Context: an optimization exercise on an open-source flow, tuned for small area, a short achievable clock period and few clock cycles per item. The choices shown serve that exercise and are no tape-out recipe.
The RTL was checked by simulation tests, not by an equivalence proof against the original design.
Power and IR drop assume default switching activity.

==> flow/design.v (excerpt) <==
module lzdec (
    input  wire        clk,
    input  wire        rst,             
    input  wire        cmd_valid,
    output wire        cmd_ready,
    input  wire        cmd_kind,        
    input  wire        cmd_len_known,
    input  wire        cmd_cap_en,
    input  wire [15:0] cmd_src_len,
    input  wire [31:0] cmd_skip,
    input  wire [31:0] cmd_take,
    input  wire [31:0] cmd_max_out,
    input  wire [7:0]  cmd_fill,
    input  wire        in_valid,
    input  wire [7:0]  in_data,
    output wire        in_ready,
    output wire        out_valid,
    output wire [7:0]  out_data,
    input  wire        out_ready,
    output wire        done,
    output wire [2:0]  err,
    output wire        win_we,
    output wire [11:0] win_waddr,
    output wire [7:0]  win_wdata,
    output wire [11:0] win_raddr,
    input  wire [7:0]  win_rdata
);
Settings: LEC_CHECK=0, ABC_CLOCK_PERIOD_IN_PS=3500, CAP_MARGIN=0, CORE_MARGIN=2, CORE_UTILIZATION=55, SETUP_SLACK_MARGIN=2.0, SLEW_MARGIN=0; clock period 6.0 ns.
standard.sh (not shown) runs the stock make flow with config.mk's settings and CLKGATE_MAP_FILE= SYNTH_SCRIPT=/design/flow/synth_recipe.tcl, a recipe that flattens the netlist after the stock synthesis.
==> flow/flow/run.sh <==
#!/bin/bash
# The standard layout, with the port buffers that buffer_ports inserts made of
# plain buffers (buf_2) instead of the delay-buffer cell it picks by default.
set -euo pipefail
export BUFFER_PORTS_ARGS="-buffer_cell sky130_fd_sc_hd__buf_2"
bash standard.sh > standard_flow.log 2>&1
Testbench counts at the start, summed over its fixed seeds: cycles 594,718, bytes 529,560.
Rerun with:
--- a/flow/design.v
+++ b/flow/design.v
@@ -70,14 +70,15 @@
     reg         gbig;          
     reg         lo_set;        
     reg         far_bad;       
     reg         far_a1;        
     reg         far_a2;        
     reg         c_act;
     reg         c_last;
+    reg         c_byp;
     reg         c_off;         
     reg  [32:0] c_n;
     reg  [12:0] c_d;           
     reg         w_valid;
     reg         w_ram;         
     reg  [7:0]  w_byte;        
     reg  [11:0] ni;            
@@ -466,19 +467,18 @@
                 end
             end
             sub14[0] = ~pro[0];
             for (i = 1; i < 14; i = i + 1)
                 sub14[i] = pro[i] ^ gg[i - 1];
         end
     endfunction
-    wire [13:0] rsrc_c = sub14({1'b0, full, ni}, {1'b0, c_d});
-    wire [13:0] rsrc_l = sub14({1'b0, full, ni}, {1'b0, last_off});
-    wire [13:0] rsrc   = c_act ? rsrc_c : rsrc_l;
-    wire        rneg   = rsrc[13];   
-    wire        rbyp   = c_act ? (c_d == 13'd1) : (last_off == 13'd1);   
+    wire [12:0] dsel = c_act ? c_d : last_off;
+    wire [13:0] rsrc = sub14({1'b0, full, ni}, {1'b0, dsel});
+    wire        rneg = rsrc[13];   
+    wire        rbyp = c_act ? c_byp : (last_off == 13'd1);
     assign win_raddr = rsrc[11:0];
     always @(posedge clk) begin
         if (rst) begin
             run     <= 1'b0;
             fin     <= 1'b0;
             err_r   <= E_NONE;
             ps      <= P_IDLE;
@@ -556,14 +556,15 @@
                 if (e_end)
                     err_r <= e_err;
             end
             if (!c_act || (c_last && r2w)) begin
                 c_n    <= e_n;
                 c_last <= fast_go ? e_n2 : e_n1;
                 c_off  <= fast_go;
+                c_byp  <= (e_d == 13'd1);
                 c_d    <= e_d;
             end else if (r2w) begin
                 c_n    <= c_n - 33'd1;
                 c_last <= (c_n == {31'd0, 1'b1, c_off});
             end
             if (cpy_go)
                 c_act <= !(fast_go && e_n1);
Effect: Synthesized cell count went down by a few percent. Final cell count drops by a few percent. Clock skew barely changes. Die area goes down slightly. Combinational power drops by about a fifth. Via count went down by a few percent. Maximum frequency shrinks by a few percent. Clock power increases by a few percent. Routed wire length goes down by a few percent. Setup slack is worse by 0.11 ns.
Testbench counts after the change, summed over its fixed seeds: cycles 594,718, bytes 529,560.


Another version of the RTL of lzdec (not shown whole).
For scale: ~2100 cells after synthesis, about 280 flip-flops, about 190 I/O pins, about 20000 um^2 of cells after synthesis.
## lzdec
module lzdec (
    input  wire        clk,
    input  wire        rst,             
    input  wire        cmd_valid,
    output wire        cmd_ready,
    input  wire        cmd_kind,        
    input  wire        cmd_len_known,
    input  wire        cmd_cap_en,
    input  wire [15:0] cmd_src_len,
    input  wire [31:0] cmd_skip,
    input  wire [31:0] cmd_take,
    input  wire [31:0] cmd_max_out,
    input  wire [7:0]  cmd_fill,
    input  wire        in_valid,
    input  wire [7:0]  in_data,
    output wire        in_ready,
    output wire        out_valid,
    output wire [7:0]  out_data,
    input  wire        out_ready,
    output wire        done,
    output wire [2:0]  err,
    output wire        win_we,
    output wire [11:0] win_waddr,
    output wire [7:0]  win_wdata,
    output wire [11:0] win_raddr,
    input  wire [7:0]  win_rdata
);
    localparam [2:0] E_NONE  = 3'd0,
                     E_TRUNC = 3'd1,
                     E_RANGE = 3'd3,
                     E_OVF   = 3'd4;
    localparam [3:0] P_IDLE  = 4'd0,
                     P_FIRST = 4'd1,    
                     P_TOK   = 4'd2,    
                     P_P1    = 4'd3,    
                     P_P2    = 4'd4,    
                     P_SHORT = 4'd5,    
                     P_GAM   = 4'd6,    
                     P_GC    = 4'd7,    
                     P_LM1   = 4'd8,    
                     P_END   = 4'd9;    
    localparam [1:0] G_SEL  = 2'd0,     
                     G_REPN = 2'd1,     
                     G_FARN = 2'd2;     
    reg         run;
    reg         fin;
    reg  [2:0]  err_r;
    reg         kind;
    reg         len_known;
    reg         cap_en;
    reg  [7:0]  fill;
    reg  [15:0] src_rem;
    reg         src_z;
    reg  [31:0] skip_rem;
    reg         skip_nz;
    reg  [31:0] take_rem;
    reg         take_one;
    reg  [31:0] cap_rem;
    reg         cap_z;
    reg  [3:0]  ps;
    reg  [7:0]  acc;           
    reg  [7:0]  pf;            
    reg         pf_v;
    reg  [3:0]  bcnt;          
    reg         have_acc;      
    reg         lwm;
  ...
export LEC_CHECK = 0
export ABC_CLOCK_PERIOD_IN_PS = 3500
export CAP_MARGIN = 0
export CORE_MARGIN = 2
export CORE_UTILIZATION = 60
export SETUP_SLACK_MARGIN = 1.5
export SLEW_MARGIN = 0
create_clock -name core_clock -period 6.0 [get_ports {clk}]
Scripts as last shown in full above: flow/flow/run.sh
Testbench counts at the start, summed over its fixed seeds: cycles 594,718, bytes 529,560.
Change:
--- a/flow/design.v
+++ b/flow/design.v
@@ -72,13 +72,14 @@
     reg         far_bad;       
     reg         far_a1;        
     reg         far_a2;        
     reg         c_act;
     reg         c_last;
     reg         c_off;         
-    reg  [32:0] c_n;
+    reg  [31:0] c_n;
+    reg  [1:0]  c_x;           
     reg  [12:0] c_d;           
     reg         w_valid;
     reg         w_ram;         
     reg  [7:0]  w_byte;        
     reg  [11:0] ni;            
     reg         full;          
@@ -129,13 +130,14 @@
     reg         e_lit;         
     reg         e_cpy;         
     reg         e_cpyv;        
     reg         e_n1, e_n2, e_fast, e_end;
     reg  [7:0]  e_litv;
     reg  [12:0] e_d;
-    reg  [32:0] e_n;
+    reg  [31:0] e_n;
+    reg  [1:0]  e_x;
     reg  [2:0]  e_err;
     reg         cbit;
     reg  [31:0] gval;
     reg  [3:0]  dd;
     reg         sdone;
     reg         two;           
@@ -169,13 +171,14 @@
         e_n1    = 1'b0;
         e_n2    = 1'b0;
         e_fast  = 1'b0;
         e_end   = 1'b0;
         e_litv  = db;
         e_d     = pd;
-        e_n     = 33'd0;
+        e_n     = 32'd0;
+        e_x     = 2'd0;
         e_err   = len_known ? E_TRUNC : E_NONE;
         cbit    = 1'b0;
         gval    = gv;
         dd      = 4'd0;
         sdone   = 1'b0;
         two     = 1'b0;
@@ -203,13 +206,13 @@
                     lo_n[7:0] = db;
                     ps_n      = P_LM1;
                     if (db_pf && port_av && cpy_ok) begin
                         dbl   = 1'b1;
                         e_cpy = 1'b1;
                         e_d   = {1'b0, in_data[7:4], pf};
-                        e_n   = {29'd0, in_data[3:0]} + 33'd3;
+                        e_n   = {28'd0, in_data[3:0]} + 32'd3;
                         ps_n  = P_TOK;
                         if ({in_data[7:4], pf} == 12'd0) begin
                             e_end = 1'b1;
                             e_err = E_RANGE;
                         end else begin
                             e_cpyv = 1'b1;
@@ -283,13 +286,13 @@
                     e_lit  = 1'b1;
                     e_litv = 8'h00;
                 end else begin
                     e_cpy  = 1'b1;
                     e_cpyv = 1'b1;
                     e_d    = {9'd0, dd};
-                    e_n    = 33'd1;
+                    e_n    = 32'd1;
                     e_n1   = 1'b1;
                 end
             end
         end
         P_GAM, P_GC: begin
             nbits = 1'b1;
@@ -351,13 +354,13 @@
                             e_err = E_RANGE;
                         end else begin
                             e_cpy  = 1'b1;
                             e_cpyv = 1'b1;
                             e_fast = 1'b1;
                             e_d    = last_off;
-                            e_n    = {1'b0, gval};
+                            e_n    = gval;
                             e_n2   = gv2;
                             lwm_n  = 1'b1;
                             ps_n   = P_TOK;
                         end
                     end
                     default: begin
@@ -367,13 +370,14 @@
                         end else begin
                             e_cpy  = 1'b1;
                             e_cpyv = 1'b1;
                             e_fast = 1'b1;
                             e_n2   = gv2 && !far_a1 && !far_a2;
                             e_d    = pd;
-                            e_n    = {1'b0, gval} + {31'd0, far_a2, far_a1};
+                            e_n    = gval;
+                            e_x    = {far_a2, far_a1};
                             lwm_n  = 1'b1;
                             ps_n   = P_TOK;
                         end
                     end
                     endcase
                 end
@@ -381,13 +385,13 @@
         end
         P_LM1: begin
             brd   = 1'b1;
             bok   = cpy_ok;
             e_cpy = 1'b1;
             e_d   = {1'b0, db[7:4], pd[7:0]};
-            e_n   = {29'd0, db[3:0]} + 33'd3;
+            e_n   = {28'd0, db[3:0]} + 32'd3;
             ps_n  = P_TOK;
             if ({db[7:4], pd[7:0]} == 12'd0) begin
                 e_end = 1'b1;
                 e_err = E_RANGE;
             end else begin
                 e_cpyv = 1'b1;
@@ -405,13 +409,13 @@
         end
         if (near_do) begin
             brd   = 1'b1;
             bok   = cpy_ok;
             e_cpy = 1'b1;
             e_d   = {6'd0, db[7:1]};
-            e_n   = db[0] ? 33'd3 : 33'd2;
+            e_n   = db[0] ? 32'd3 : 32'd2;
             lo_n  = {6'd0, db[7:1]};
             lo_set_n = 1'b1;
             lwm_n = 1'b1;
             ps_n  = P_TOK;
             if (db[7:1] == 7'd0)
                 e_end = 1'b1;
@@ -554,18 +558,22 @@
                 last_off <= lo_n;
                 if (e_end)
                     err_r <= e_err;
             end
             if (!c_act || (c_last && r2w)) begin
                 c_n    <= e_n;
+                c_x    <= e_x;
                 c_last <= fast_go ? e_n2 : e_n1;
                 c_off  <= fast_go;
                 c_d    <= e_d;
             end else if (r2w) begin
-                c_n    <= c_n - 33'd1;
-                c_last <= (c_n == {31'd0, 1'b1, c_off});
+                if (c_x != 2'd0)
+                    c_x <= c_x - 2'd1;
+                else
+                    c_n <= c_n - 32'd1;
+                c_last <= (c_n == {30'd0, 2'd2 + {1'b0, c_off} - c_x});
             end
             if (cpy_go)
                 c_act <= !(fast_go && e_n1);
             else if (r2w && c_last)
                 c_act <= 1'b0;
             if (ent_r || lit_go) begin
Total power increases by 2.8%.
Clock skew decreases by 0.0050 ns.
Via count decreases by about 6%.
Global-route usage decreases by 0.43 points.
Wire length decreases by about 5%.
Testbench counts after the change, summed over its fixed seeds: cycles 594,718, bytes 529,560.

[afterwards: timing with drivers on the ports]
In the flow no input, the clock included, has a driving cell. The finished layouts below were timed again as built, in two steps. Step 1 sets driving cells, clkbuf_16 on the clock port and buf_2 on the other inputs (assumed; they add their load-dependent delay and slew). Step 2 moves the port delays by t, midway between the first and last clock arrival at a register: inputs arrive t later, outputs are due t later. That takes back most of the time a late clock gives input paths. Slacks: no drivers / after step 1 / after step 2; pairs: no drivers / after step 1.
run	t (ns)	setup slack, ns	slew at the worst register clock pin (ns)	pins driven straight from the clock port
the first run of note 1	0.595	1.853 / 1.796 / 1.615	0.07 / 0.07	1
the second run of note 1	0.566	1.743 / 1.688 / 1.598	0.06 / 0.06	1
the first run of note 2	0.568	1.533 / 1.475 / 1.318	0.07 / 0.07	1
the second run of note 2	0.562	1.484 / 1.420 / 1.325	0.06 / 0.06	1
After both steps every run listed still meets setup and hold. For the first run of note 1, which loses most, drivers alone change the setup slack by -0.057 ns; drivers and shift together by -0.238 ns.
